This design comes from an exercise in tuning for small area, a short achievable clock period and few clock cycles on the open sky130 flow, not from production work.
No functional check of the RTL was part of this run.

$ cat flow/constraint.sdc
create_clock -name core_clock -period 4.0 [get_ports {clk}]
set_input_delay 0.8000 -clock core_clock [delete_from_list [all_inputs] [get_ports {clk}]]
set_output_delay 0.8000 -clock core_clock [all_outputs]
set_load 0.01 [all_outputs]
$ cat flow/run.sh
#!/bin/bash
# synth_recipe.tcl (not shown) runs the flow's synth.tcl, then flattens the netlist and writes it again
# the make line also repeats each setting of config.mk as NAME=value (left out here)
make -C /OpenROAD-flow-scripts/flow DESIGN_CONFIG=/design/flow/config.mk WORK_HOME=/design/flow/orfs CLKGATE_MAP_FILE= SYNTH_SCRIPT=/design/flow/synth_recipe.tcl finish
$ cat flow/design.v
module dlt645_rx (
    input  wire        clk,
    input  wire        rst,           
    input  wire        strict,        
    input  wire        in_valid,
    output wire        in_ready,
    input  wire [31:0] in_data,
    input  wire [2:0]  in_nbytes,     
    output reg         out_valid,
    input  wire        out_ready,
    output reg         out_is_result,
    output reg  [31:0] out_data,
    output wire [2:0]  out_nbytes,
    output wire        out_ok,
    output reg  [2:0]  out_cause,
    output wire [15:0] out_count,
    output reg  [15:0] out_pre,
    output reg  [47:0] out_addr,
    output reg  [7:0]  out_ctrl,
    output reg  [7:0]  out_len,
    output reg  [7:0]  out_cs,
    output reg  [7:0]  out_end
);
    localparam [7:0] PRE_BYTE   = 8'hFE;
    localparam [7:0] START_BYTE = 8'h68;
    localparam [7:0] END_BYTE   = 8'h16;
    localparam [2:0] C_NONE         = 3'd0;
    localparam [2:0] C_WRONG_START1 = 3'd1;
    localparam [2:0] C_WRONG_START2 = 3'd2;
    localparam [2:0] C_BAD_CHECKSUM = 3'd4;
    localparam [2:0] C_WRONG_END    = 3'd5;
    localparam [1:0] S_PRE  = 2'd0;    
    localparam [1:0] S_HDR  = 2'd1;    
    localparam [1:0] S_BODY = 2'd2;    
    localparam [1:0] S_POST = 2'd3;
    reg        strict_r;
    reg [31:0] buf_d;
    reg [2:0]  buf_n;           
    reg [1:0]  st;
    reg [15:0] cnt;
    reg [7:0]  sum;
    reg [23:0] pack;            
    reg        out_last;        
    wire go = !out_valid || out_ready;
    reg [1:0]  m;               
    reg [3:0]  o;               
    reg [8:0]  e;               
    reg [1:0]  sl;              
    reg [7:0]  ps;              
    reg        recb;            
    reg        stop;
    reg [2:0]  ncons;
    reg [2:0]  nfe;             
    reg        s1_seen;         
    reg [2:0]  s1_lane;
    reg [9:1]  off_wr;          
    reg [3:0]  slot_wr;         
    reg        drec, dlast;
    reg [1:0]  dslot0;          
    reg        rres;
    reg [2:0]  rcause;
    reg        cs_we, end_we;
    reg [7:0]  cs_v, end_v;
    reg        len_seen;
    reg [7:0]  len_v;
    reg [7:0]  b;
    reg        fe, s68;
    reg        emit_d, emit_r, blk, last_d;
    reg [2:0]  cause_i;
    reg [1:0]  m_n;
    integer    i;
    always @* begin
        m = st;
        o = cnt[3:0];
        e = cnt[8:0];
        sl = out_len[1:0] + 2'd1 - cnt[1:0];
        ps = sum;
        recb = 1'b0;
        stop = !go;
        ncons = 3'd0;
        nfe = 3'd0;
        s1_seen = 1'b0;
        s1_lane = 3'd0;
        off_wr = 9'd0;
        slot_wr = 4'd0;
        drec = 1'b0;
        dlast = 1'b0;
        dslot0 = (st == S_BODY) ? sl : 2'd0;
        rres = 1'b0;
        rcause = C_NONE;
        cs_we = 1'b0;
        end_we = 1'b0;
        cs_v = 8'd0;
        end_v = 8'd0;
        len_seen = 1'b0;
        len_v = out_len;
        for (i = 0; i < 4; i = i + 1) begin
            b = buf_d[8*i +: 8];
            fe = (b == PRE_BYTE);
            s68 = (b == START_BYTE);
            emit_d = 1'b0;
            emit_r = 1'b0;
            last_d = 1'b0;
            cause_i = C_NONE;
            blk = 1'b0;
            case (m)
                S_PRE:  if (!fe) begin emit_r = !s68; cause_i = C_WRONG_START1; end
                S_HDR:  if (o == 4'd7 && !s68) begin emit_r = 1'b1; cause_i = C_WRONG_START2; end
                S_BODY: begin
                    if (e == 9'd0) begin
                        emit_r = 1'b1;
                        cause_i = (strict_r && b != END_BYTE) ? C_WRONG_END : C_NONE;
                    end else if (e == 9'd1) begin
                        emit_r = strict_r && (b != ps);
                        cause_i = C_BAD_CHECKSUM;
                    end else begin
                        last_d = (e == 9'd2);
                        emit_d = last_d || (sl == 2'd3);
                    end
                end
                default: blk = !fe;        
            endcase
            if (recb && (emit_d || emit_r || blk ||
                         (m == S_BODY && e == 9'd1 && strict_r)))
                blk = 1'b1;
            if (stop || i >= buf_n || blk) begin
                stop = 1'b1;
            end else begin
                ncons = ncons + 3'd1;
                m_n = m;
                case (m)
                    S_PRE: begin
                        if (fe) nfe = nfe + 3'd1;
                        else begin
                            s1_seen = 1'b1;
                            s1_lane = i[2:0];
                            if (s68) begin
                                m_n = S_HDR;
                                o = 4'd1;
                                ps = START_BYTE;
                            end else begin
                                m_n = S_POST;
                                nfe = 3'd0;
                            end
                        end
                    end
                    S_HDR: begin
                        off_wr[o] = 1'b1;
                        if (emit_r) begin
                            m_n = S_POST;
                            nfe = 3'd0;
                        end else begin
                            ps = ps + b;
                            if (o == 4'd9) begin
                                len_seen = 1'b1;
                                len_v = b;
                                e = {1'b0, b} + 9'd1;
                                sl = 2'd0;
                                m_n = S_BODY;
                            end
                            o = o + 4'd1;
                        end
                    end
                    S_BODY: begin
                        if (e == 9'd0) begin
                            end_we = 1'b1;
                            end_v = b;
                            m_n = S_POST;
                            nfe = 3'd0;
                        end else if (e == 9'd1) begin
                            cs_we = 1'b1;
                            cs_v = b;
                            if (emit_r) begin
                                m_n = S_POST;
                                nfe = 3'd0;
                            end
                        end else begin
                            ps = ps + b;
                            slot_wr[sl] = 1'b1;
                            if (emit_d && !drec) begin
                                drec = 1'b1;
                                dlast = last_d;
                            end
                            sl = sl + 2'd1;
                        end
                        e = e - 9'd1;
                    end
                    default: nfe = nfe + 3'd1;
                endcase
                if (emit_r) begin
                    rres = 1'b1;
                    rcause = cause_i;
                end
                if (emit_d || emit_r) recb = 1'b1;
                m = m_n;
            end
        end
    end
    reg [1:0] f0;
    always @* begin
        case (st)
            S_PRE:   f0 = 2'd0 - s1_lane[1:0];
            S_HDR:   f0 = cnt[1:0];
            default: f0 = out_len[1:0] + 2'd3 - cnt[1:0];
        endcase
    end
    wire [31:0] g;
    genvar gk;
    generate
        for (gk = 0; gk < 4; gk = gk + 1) begin : rot
            wire [1:0] lane = gk[1:0] - f0;
            assign g[8*gk +: 8] = buf_d[8*lane +: 8];
        end
    endgenerate
    assign in_ready = (ncons == buf_n);
    always @(posedge clk) begin
        strict_r <= strict;
        if (rst) begin
            buf_n <= 3'd0;
        end else if (in_valid && in_ready) begin
            buf_d <= in_data;
            buf_n <= in_nbytes;
        end else begin
            buf_n <= buf_n - ncons;
            case (ncons[1:0])
                2'd1: buf_d <= {8'd0,  buf_d[31:8]};
                2'd2: buf_d <= {16'd0, buf_d[31:16]};
                2'd3: buf_d <= {24'd0, buf_d[31:24]};
                default: ;
            endcase
        end
    end
    integer k;
    always @(posedge clk) begin
        if (rst) begin
            out_valid <= 1'b0;
            st        <= S_PRE;
            cnt       <= 16'd0;
        end else if (go) begin
            out_valid <= rres || drec;
            if (rres) begin
                out_is_result <= 1'b1;
                out_cause     <= rcause;
            end else if (drec) begin
                out_is_result <= 1'b0;
                out_last      <= dlast;
                for (k = 0; k < 4; k = k + 1)
                    out_data[8*k +: 8] <= (k < dslot0) ? pack[8*k +: 8]
                                                       : g[8*((k+2)%4) +: 8];
            end
            for (k = 0; k < 3; k = k + 1)
                if (slot_wr[k]) pack[8*k +: 8] <= g[8*((k+2)%4) +: 8];
            for (k = 1; k <= 6; k = k + 1)
                if (off_wr[k]) out_addr[8*(k-1) +: 8] <= g[8*(k%4) +: 8];
            if (off_wr[8]) out_ctrl <= g[7:0];
            if (len_seen)  out_len  <= len_v;
            if (cs_we)     out_cs   <= cs_v;
            if (end_we)    out_end  <= end_v;
            if (s1_seen)   out_pre  <= cnt + {13'd0, s1_lane};
            sum <= ps;
            case (m)
                S_PRE:  begin st <= S_PRE;  cnt <= cnt + {13'd0, nfe}; end
                S_POST: begin st <= S_PRE;  cnt <= {13'd0, nfe}; end
                S_HDR:  begin st <= S_HDR;  cnt <= {12'd0, o}; end
                default: begin st <= S_BODY; cnt <= {7'd0, e}; end
            endcase
        end
    end
    assign out_ok = (out_cause == C_NONE);
    assign out_nbytes = out_last ? {1'b0, out_len[1:0] - 2'd1} + 3'd1 : 3'd4;
    reg [8:0] cnt_off;
    always @* begin
        case (out_cause)
            C_WRONG_START1: cnt_off = 9'd0;
            C_WRONG_START2: cnt_off = 9'd7;
            C_BAD_CHECKSUM: cnt_off = {1'b0, out_len} + 9'd10;
            C_WRONG_END:    cnt_off = {1'b0, out_len} + 9'd11;
            default:        cnt_off = {1'b0, out_len} + 9'd12;
        endcase
    end
    assign out_count = out_pre + {7'd0, cnt_off};
endmodule
$ cat flow/config.mk
export PLATFORM = sky130hd
export DESIGN_NAME = dlt645_rx
export DESIGN_NICKNAME = dlt645_rx
export VERILOG_FILES = /design/flow/design.v
export SDC_FILE = /design/flow/constraint.sdc
export NUM_CORES = 4
export LEC_CHECK = 0
export CAP_MARGIN = 20
export CORE_MARGIN = 2
export CORE_UTILIZATION = 40
export SLEW_MARGIN = 20
==> impl_metrics.py <==
metrics = {
    "outcome": {
        "run_status": "failed layout checks",
        "so_faults": "setup timing",
    },
    "critical_path": {
        "cp.required_ps": 3200,
        "crit_path_max_fanout": 5,
        "crit_top_cell": "ha_4",
        "critPathMaxStageDelay_ps": 530,
        "crit_path_end_kind": "primary output",
        "ff2ff_path_depth": 52,
        "timing.rr.end": "cnt[8]",
        "cp-start-kind": "register",
        "arrival_ps": 10320,
        "rr_startpoint": "buf_d[0]",
        "crit_type": "reg -> out",
        "regToRegSetupSlack_ps": -7020,
        "critPathSlowestCell": "or4_4",
    },
    "timing": {
        "timing.final.crit_share_pct": 278,
        "skew_ps": 33.0,
        "setup_ws_ps": -7120,
        "maxSlewHeadroom_pct": 27.8,
        "fmax_ghz": 0.0899,
        "final-max-slew-violation-count": 0,
        "finalSetupViolations": 423,
        "period_needed_ps": 11120,
        "final_hold_viol_count": 0,
        "max_slew.worst_pin.slew_ps": 1060,
        "rsz0062_at_grt": "true",
    },
    "clocking": {
        "clk_latency_ps": 560,
        "ctsHoldBuffers": 0,
        "cts_buffer_depth": 3,
        "path_clk_slew_ps": 60,
        "cts_buffers": 25,
        "cts.sinks": 220,
        "cts_tree": "done",
        "cts-root-buf": "clkbuf_16",
        "h-tree-depth": 1,
    },
    "floorplan": {
        "die_y_um": 233,
        "num_rows": 83,
        "start_util_pct": 40.7,
        "die_area_um2": 54200,
        "io_pins": 194,
        "core_um2": 51500,
        "fp.dieW_um": 233,
    },
    "detailed_routing": {
        "drtAntennaViolNets": 0,
        "dr.pass1.iters": 6,
        "routed_wl_um": 115000,
        "drt_iter0_drc": 2952,
        "drc_errors": 0,
        "vias": 25500,
        "via_per_inst": 6.01,
        "routedWlPerCell_um": 27.1,
    },
    "placed_design": {
        "placement.cell_area_um2": 31200,
        "hpwl_um": 90100,
        "port_buffers": 193,
        "gp_congestion": 1.05,
        "place_ws_ps": -7620,
    },
    "layout": {
        "final_cell_mix": "buf_4, nand2_1, nor2_1",
        "nNetsFinal": 3750,
        "final_area_um2": 33700,
        "area_growth_pct": 60.6,
        "fill_cells": 4175,
        "antennaDiodeCount": 0,
        "finish.utilization_pct": 65.3,
        "final_common_cell": "buf_4",
        "drive_above_1_share_pct": 37.8,
    },
    "hold_path": {
        "whs_endpoint": "out_data[11]",
        "hp-class": "reg -> reg",
        "holdPathStages": 1,
        "min-delay-start": "pack[11]",
    },
    "logic_synthesis": {
        "syn_area_um2": 21000,
        "synth_cell_type_count": 110,
        "ys_seq_area_share_pct": 30.4,
        "synth-async-reset-ratio_pct": 0,
        "synth_seq_cells": 220,
        "synth_fp_nets": 2678,
        "ys.flop_type": "edfxtp_1",
        "synth_cells": 2479,
        "yosysWarningCount": 2,
        "avgSynthCellArea_um2": 8.45,
        "synth_edf_count": 197,
    },
    "grt": {
        "antenna_found_initial": 0,
        "grt_usage_pct": 40.1,
        "grt_remaining_overflow": 0,
        "grt_pass1_vias": 24900,
        "grt_pass1_wl_um": 160000,
        "grt_max_degree": 34,
    },
    "job": {
        "cap_viol_max_count": 0,
    },
}
[critical path, delay by kind of cell, from the launching register on]
| kind | cells | cell delay [ps] |
|---|---|---|
| simple gates | 17 | 4350 |
| compound gates | 13 | 2670 |
| buf+inv | 10 | 1280 |
| fa+ha+maj | 5 | 1000 |
| flops | 1 | 440 |
[logic make-up after synthesis]
kind of cell               Yosys count  synth area share [%]
buffers and inverters              251                  4.81
DFF                                220                  30.4
AOI/OAI and AO/OA                  679                  22.3
muxes                              101                  5.03
adders and majority gates          159                  9.78
and+or+nand+nor                    931                  21.9
xor gates and xnor gates           138                  5.77
[stage by stage]
step                setup TNS (ps)  hold WS, ps  instances
finish                    -2654160          555       4248
global route              -2778860          565       4248
CTS                       -2600020          550       4213
detailed placement        -2771020          534       4139
global placement          -2681460          525       4139
floorplan                 -2387190          475       2479
[what timing repair did]
item / in CTS / in global routing
resized for setup: 117 / 133
cloned: 1 / 1
pin swaps: 65 / 63
buffers inserted: 31 / 35
endpoints found under the hold margin: 0 / 0
endpoints found under the setup margin: 423 / 423
[sequential cells by signal (all words and copies together) (netlist names), 8 cells and up]
| name | cells |
|---|---|
| out_addr | 48 |
| buf_d | 32 |
| out_data | 32 |
| pack | 24 |
| cnt | 16 |
| out_pre | 16 |
| out_cs | 8 |
| out_ctrl | 8 |
| out_end | 8 |
| out_len | 8 |
| sum | 8 |
[synthesized netlist by cell type, types with 9 or more instances]
cell type  instances  share of area, %
a211oi_1          26              0.93
a21o_1            28               1.0
a21oi_1          157               3.7
a22o_1            19              0.79
a22oi_1           30               1.1
a31oi_1           31              0.93
and2_1            27              0.81
and3_1            32              0.96
buf_2             21              0.50
clkbuf_1         101               1.8
dfxtp_1           23               2.2
edfxtp_1         197                28
ha_1             151               9.0
inv_1            110               2.0
mux2_2            26               1.4
mux2i_1           73               3.5
nand2_1          259               4.6
nand2b_1          23              0.69
nand3_1          111               2.7
nand4_1           28              0.84
nor2_1           228               4.1
nor2b_1           21              0.63
nor3_1            70               1.7
nor4_1            30              0.90
o211ai_1          18              0.64
o21a_1             9              0.32
o21ai_0          147               3.5
o21ai_1           10              0.24
o21bai_1          15              0.54
o221ai_1          10              0.42
o22ai_1           21              0.63
o31ai_1           15              0.54
or2_2             14              0.42
or3_1             19              0.57
or4_1             17              0.61
xnor2_1           86               3.6
xor2_1            52               2.2
[worst max-delay path by stage]
| stage | start | to | slack [ps] | cells after the start |
|---|---|---|---|---|
| 6_report | buf_d[0] | in_ready | -7120 | 45 |
| 5_1_grt | buf_d[0] | cnt[6] | -7420 | 51 |
| 4_1_cts | buf_d[0] | in_ready | -7060 | 43 |
| 3_5_place_dp | out_ready | cnt[8] | -7620 | 48 |
| 3_3_place_gp | out_ready | cnt[14] | -7350 | 49 |
| 2_1_floorplan | buf_d[1] | buf_d[0] | -6780 | 45 |
[final cells by class]
cell class	count	area, um^2	area share [%]
clock inverters	8	47.5	0.141
multi-input cells	2008	15300	45.5
inverters	115	439	1.31
well taps	680	851	2.53
repair buffers	1181	9930	29.5
clock buffers	36	707	2.10
flip-flops and latches	220	6380	18.9
[routing by layer]
layer	track usage (%)	up-vias	part of all wire, %
met5	0	-	0
met4	25.8	0	8.1
met3	6.18	407	8.3
met2	66.3	1482	46
met1	48.5	12300	38
li1	-	11400	-

[port drivers added, routing unchanged]
In the flow no input, the clock included, has a driving cell. The finished layout below was timed again as built, in two steps. Step 1 assumes that a clkbuf_16 drives the clock port and a buf_2 every other input. Step 2 also shifts input and output timing later by t, the mid clock arrival at the registers, as if the neighbouring blocks saw the same clock. Slacks: ideal / step 1 / step 2; pairs: ideal / step 1.
t, ns: 0.605
setup WS [ns]: -7.123 / -7.183 / -7.189
hold slack, ns: 0.555 / 0.555 / 0.555
worst setup path after step 2: input to register
worst data-port slew with drivers (ns): 0.06
For this run, drivers alone change the setup slack by -0.060 ns; drivers and shift together by -0.066 ns.
